This design comes from an exercise in tuning for small area on the open sky130 flow, not from production work.
RTL that was checked went through simulation tests only; none was proved equivalent to the original.

## P
==> flow/design.v <==
module pm2_cpu (
    input  wire        clk,
    input  wire        rst,           
    output reg         mem_req,
    output reg         mem_we,
    output reg         mem_word,
    output reg  [31:0] mem_addr,
    output reg  [31:0] mem_wdata,
    input  wire [31:0] mem_rdata,
    input  wire        mem_ready,
    output wire        halted
);
    localparam [3:0] S_CLR  = 4'd0,    
                     S_F1   = 4'd1,    
                     S_F2   = 4'd2,    
                     S_MEM  = 4'd3,    
                     S_MD   = 4'd4,    
                     S_HALT = 4'd5,
                     S_ALU  = 4'd8,    
                     S_ADR  = 4'd9,    
                     S_LOAD = 4'd10,   
                     S_WR   = 4'd11,   
                     S_FIN  = 4'd12,   
                     S_JMP  = 4'd13;   
    reg  [3:0]   state;
    reg  [2:0]   ph;         
    reg  [1:0]   rc;         
    reg          inpass;     
    reg  [31:0]  Q, T, H;
    reg          zf, cy, cip, zacc, hs;
    reg  [2:0]   k;          
    reg          o7, o4;
    reg  [3:0]   o;
    reg  [3:0]   rd, p1, p2;
    reg  [511:0] rf;
    reg  [31:0]  ipr;
    assign halted = (state == S_HALT);
    wire ph0   = (ph == 3'd0);
    wire ph7   = (ph == 3'd7);
    wire pass  = state[3];
    wire act   = pass & (inpass | ph0);
    wire fin   = act & ph7;
    wire xfer  = mem_req & mem_ready;
    wire clr   = (state == S_CLR);
    wire [3:0] d1 = rf[{p1, 5'd0} +: 4];
    wire [3:0] d2 = rf[{p2, 5'd0} +: 4];
    wire       sub  = o[0] & ~o[2];
    wire       cin  = ph0 ? sub : cy;
    wire [4:0] asum = {1'b0, d1} + {1'b0, d2 ^ {4{sub}}} + {4'd0, cin};
    reg  [3:0] alu_r;
    always @(*) begin
        case ({o[3], o[2:0]})
            4'hC:    alu_r = d1 & d2;
            4'hD:    alu_r = d1 | d2;
            4'hE:    alu_r = d1 ^ d2;
            4'hF:    alu_r = ~d1;
            4'h0:    alu_r = d1 ^ d2;           
            default: alu_r = asum[3:0];         
        endcase
    end
    wire [3:0] ipsrc = (state == S_JMP) ? Q[3:0] : ipr[3:0];
    wire [2:0] kk    = (state == S_ADR) ? {o7, ~o7} : k;
    wire [4:0] ipsum = {1'b0, ipsrc} + {2'b0, ph0 ? kk : {2'b0, cip}};
    wire [3:0] ipnew = ipsum[3:0];
    wire       ip_we = (act & (state != S_ADR) & (state != S_LOAD)) | clr;
    wire [3:0] qtop  = (state == S_LOAD) ? d1 : ipnew;
    always @(posedge clk)
        ipr <= {ip_we ? (ipnew & {4{~clr}}) : ipr[3:0], ipr[31:4]};
    wire       ldb_hi = o7 & ~o4 & o[0] & (ph[2] | ph[1]);
    wire [3:0] wsrc   = (~o7 & ~o[0]) ? H[3:0] : Q[3:0];    
    wire [3:0] wq     = wsrc & {4{~ldb_hi}};
    wire       wr_en  = act & (((state == S_ALU) & o[3]) | (state == S_WR));
    wire [3:0] wdig   = clr ? 4'd0 : (state == S_ALU) ? alu_r : wq;
    wire [3:0] zdig   = (state == S_ALU) ? alu_r : (state == S_LOAD) ? d2 : wq;
    wire       znext  = (ph0 | zacc) & (zdig == 4'd0);
    genvar r;
    generate
        for (r = 0; r < 16; r = r + 1) begin : g_rf
            wire we = clr | (wr_en & (rd == r));
            always @(posedge clk)
                rf[r*32 +: 32] <= {we ? wdig : rf[r*32 +: 4], rf[r*32+4 +: 28]};
        end
    endgenerate
    wire        mulop = ~o[0];
    wire [32:0] ma = {H, Q[31] & ~mulop};
    wire [32:0] mb = mulop ? {1'b0, T & {32{Q[31]}}} : {~hs, T ^ {32{~hs}}};
    wire [32:0] ms;
    wire [20:0] mcy;
    assign mcy[0] = ~mulop & ~hs;
    genvar i;
    generate
        for (i = 0; i < 20; i = i + 1) begin : g_madd
            assign ms[i]    = ma[i] ^ mb[i] ^ mcy[i];
            assign mcy[i+1] = (ma[i] & mb[i]) | (mcy[i] & (ma[i] ^ mb[i]));
        end
    endgenerate
    assign ms[32:20] = ma[32:20] + mb[32:20] + {12'd0, mcy[20]};
    wire [7:0] op = mem_rdata[31:24];
    wire [7:0] b1 = mem_rdata[23:16];
    wire [7:0] b2 = mem_rdata[15:8];
    wire [7:0] b3 = mem_rdata[7:0];
    wire h1 = |b1[7:4];
    wire h2 = |b2[7:4];
    wire h3 = |b3[7:4];
    wire f_rrr  = (op[7:3] == 5'b01011) & (op[2:0] != 3'd7);
    wire f_rr   = (op == 8'h5F) | (op == 8'h60);
    wire f_md   = (op[7:1] == 7'b0101101);
    wire f_6    = (op[7:2] == 6'b100000) | (op == 8'h90);
    wire f_jmp  = (op == 8'h08);
    wire f_br   = (op[7:1] == 7'b0001000);
    wire f_take = op[0] ^ zf;
    wire f_halt = (op == 8'hFF);
    reg  [2:0] f_k;
    reg  [3:0] f_next;
    always @(*) begin
        f_k    = 3'd1;
        f_next = S_FIN;
        if (f_halt) begin
            f_next = S_HALT;
        end else if (f_6) begin
            f_k    = 3'd6;
            f_next = h1 ? S_FIN : S_ADR;
        end else if (f_rrr) begin
            f_k    = 3'd4;
            f_next = (h1 | h2 | h3) ? S_FIN : f_md ? S_LOAD : S_ALU;
        end else if (f_rr) begin
            f_k    = 3'd3;
            f_next = (h1 | h2) ? S_FIN : S_ALU;
        end else if (f_jmp | (f_br & f_take)) begin
            f_k    = 3'd0;
            f_next = S_ADR;
        end else if (f_br) begin
            f_k    = 3'd5;
        end
    end
    always @(*) begin
        mem_req   = (state == S_F1) | (state == S_F2) | (state == S_MEM);
        mem_we    = (state == S_MEM) & o[1];
        mem_word  = ~((state == S_MEM) & o[0]);
        mem_addr  = Q;
        mem_wdata = T;
    end
    always @(posedge clk) begin
        H  <= (state == S_LOAD || state == S_WR) ? {4'd0, H[31:4]} : ms[31:0];
        hs <= (state == S_MD) & ms[32];
    end
    always @(posedge clk) begin
        ph <= ph + 3'd1;
        if (act) begin
            zacc <= znext;
            cy   <= asum[4];
            cip  <= ipsum[4];
        end
        if (rst) begin
            state  <= S_CLR;
            ph     <= 3'd0;
            inpass <= 1'b0;
            zf     <= 1'b0;
            k      <= 3'd0;
        end else begin
            inpass <= act & ~ph7;
            case (state)
                S_CLR: if (ph7) state <= S_FIN;
                S_F1: if (xfer) begin
                    o7 <= op[7];
                    o4 <= op[4];
                    o  <= op[3:0];
                    rd <= b1[3:0];
                    p1 <= op[3] ? b2[3:0] : b1[3:0];
                    p2 <= op[7] ? b1[3:0] : op[3] ? b3[3:0] : b2[3:0];
                    k  <= f_k;
                    state <= f_next;
                end
                S_F2: if (xfer) begin
                    Q <= mem_rdata;
                    if (!o7)
                        state <= (!o4 && mem_rdata[31:24] != 8'd0) ? S_HALT : S_JMP;
                    else
                        state <= o4 ? S_WR : S_MEM;
                end
                S_MEM: if (xfer) begin
                    Q     <= mem_rdata;
                    state <= o[1] ? S_FIN : S_WR;
                end
                S_MD: begin
                    Q  <= {Q[30:0], ~ms[32]};
                    if (ph7) begin
                        rc <= rc + 2'd1;
                        if (rc == 2'd3)
                            state <= S_WR;
                    end
                end
                S_HALT: ;    
                default: if (act) begin    
                    Q <= {qtop, Q[31:4]};
                    if (state == S_ADR || state == S_LOAD)
                        T <= {d2, T[31:4]};
                    rc <= 2'd0;
                    if (ph7) begin
                        case (state)
                            S_ALU:   zf <= znext;
                            S_WR:    if (!o7) zf <= znext;
                            default: ;
                        endcase
                        case (state)
                            S_ADR:   state <= S_F2;
                            S_LOAD:  state <= (o[0] & znext) ? S_FIN : S_MD;
                            default: state <= S_F1;
                        endcase
                    end
                end
            endcase
        end
    end
endmodule
export LEC_CHECK = 0
export CAP_MARGIN = 20
export CORE_MARGIN = 2
export CORE_UTILIZATION = 55
export SLEW_MARGIN = 20
create_clock -name core_clock -period 12.0 [get_ports {clk}]
standard.sh (not shown) runs the stock make flow with config.mk's settings and CLKGATE_MAP_FILE= SYNTH_SCRIPT=/design/flow/synth_recipe.tcl, a recipe that flattens the netlist after the stock synthesis.
==> flow/flow/run.sh <==
#!/bin/bash
set -e
export BUFFER_PORTS_ARGS="-buffer_cell sky130_fd_sc_hd__buf_1"
export CTS_ARGS="-sink_clustering_enable -repair_clock_nets -dont_use_dummy_load -buf_list sky130_fd_sc_hd__clkbuf_8 -sink_clustering_size 16 -sink_clustering_max_diameter 50"
bash standard.sh > standard.log 2>&1
P completed every stage of the flow, and the final layout passed the timing, design-rule and antenna checks.
diff inputs: P => Q
diff --git a/flow/design.v b/flow/design.v
--- a/flow/design.v
+++ b/flow/design.v
@@ -83,20 +83,19 @@
     endgenerate
     wire        mulop = ~o[0];
     wire [32:0] ma = {H, Q[31] & ~mulop};
     wire [32:0] mb = mulop ? {1'b0, T & {32{Q[31]}}} : {~hs, T ^ {32{~hs}}};
     wire [32:0] ms;
-    wire [20:0] mcy;
+    wire [33:0] mcy;
     assign mcy[0] = ~mulop & ~hs;
     genvar i;
     generate
-        for (i = 0; i < 20; i = i + 1) begin : g_madd
+        for (i = 0; i < 33; i = i + 1) begin : g_madd
             assign ms[i]    = ma[i] ^ mb[i] ^ mcy[i];
             assign mcy[i+1] = (ma[i] & mb[i]) | (mcy[i] & (ma[i] ^ mb[i]));
         end
     endgenerate
-    assign ms[32:20] = ma[32:20] + mb[32:20] + {12'd0, mcy[20]};
     wire [7:0] op = mem_rdata[31:24];
     wire [7:0] b1 = mem_rdata[23:16];
     wire [7:0] b2 = mem_rdata[15:8];
     wire [7:0] b3 = mem_rdata[7:0];
     wire h1 = |b1[7:4];
@@ -139,14 +138,10 @@
         mem_word  = ~((state == S_MEM) & o[0]);
         mem_addr  = Q;
         mem_wdata = T;
     end
     always @(posedge clk) begin
-        H  <= (state == S_LOAD || state == S_WR) ? {4'd0, H[31:4]} : ms[31:0];
-        hs <= (state == S_MD) & ms[32];
-    end
-    always @(posedge clk) begin
         ph <= ph + 3'd1;
         if (act) begin
             zacc <= znext;
             cy   <= asum[4];
             cip  <= ipsum[4];
@@ -181,10 +176,12 @@
                 S_MEM: if (xfer) begin
                     Q     <= mem_rdata;
                     state <= o[1] ? S_FIN : S_WR;
                 end
                 S_MD: begin
+                    H  <= ms[31:0];
+                    hs <= ms[32];
                     Q  <= {Q[30:0], ~ms[32]};
                     if (ph7) begin
                         rc <= rc + 2'd1;
                         if (rc == 2'd3)
                             state <= S_WR;
@@ -193,10 +190,13 @@
                 S_HALT: ;    
                 default: if (act) begin    
                     Q <= {qtop, Q[31:4]};
                     if (state == S_ADR || state == S_LOAD)
                         T <= {d2, T[31:4]};
+                    if (state == S_LOAD || state == S_WR)
+                        H <= {4'd0, H[31:4]};
+                    hs <= 1'b0;
                     rc <= 2'd0;
                     if (ph7) begin
                         case (state)
                             S_ALU:   zf <= znext;
                             S_WR:    if (!o7) zf <= znext;
Findings:
- Q -> stages 100% | layout checks FAIL | setup timing
- Cmp Q and P / shortest period the worst path allows / higher: Q
- P → Q: final cell count saw a decrease, post-route clock period utilization saw an increase, via count saw a decrease, design area saw an increase.
Function not checked in Q: the RTL went through the layout flow alone.

## re-timing with driven ports
The flow's constraints put no driver on any port. The routed layouts listed below were extracted and timed again, unchanged, in two steps.
Step 1 (the two cells are an assumption about what drives the block):
set clk [get_ports {clk}]
set_driving_cell -lib_cell sky130_fd_sc_hd__clkbuf_16 $clk
set_driving_cell -lib_cell sky130_fd_sc_hd__buf_2 [delete_from_list [all_inputs] $clk]
Step 2 times the ports against the registers' clock, not the clock port: input delays grow and output delays shrink by t, the midpoint of the rising clock arrivals with the driver on.
Three values: ideal ports, drivers, drivers and shift; two values: the first two.
run | shift t [ns] | setup slack, ns | worst setup path at the end | clock arrival spread, ns
P | 0.671 | 1.015 / 1.015 / 1.015 | register to register | 0.055 / 0.055
Q | 0.674 | -1.370 / -1.370 / -1.370 | register to register | 0.108 / 0.108
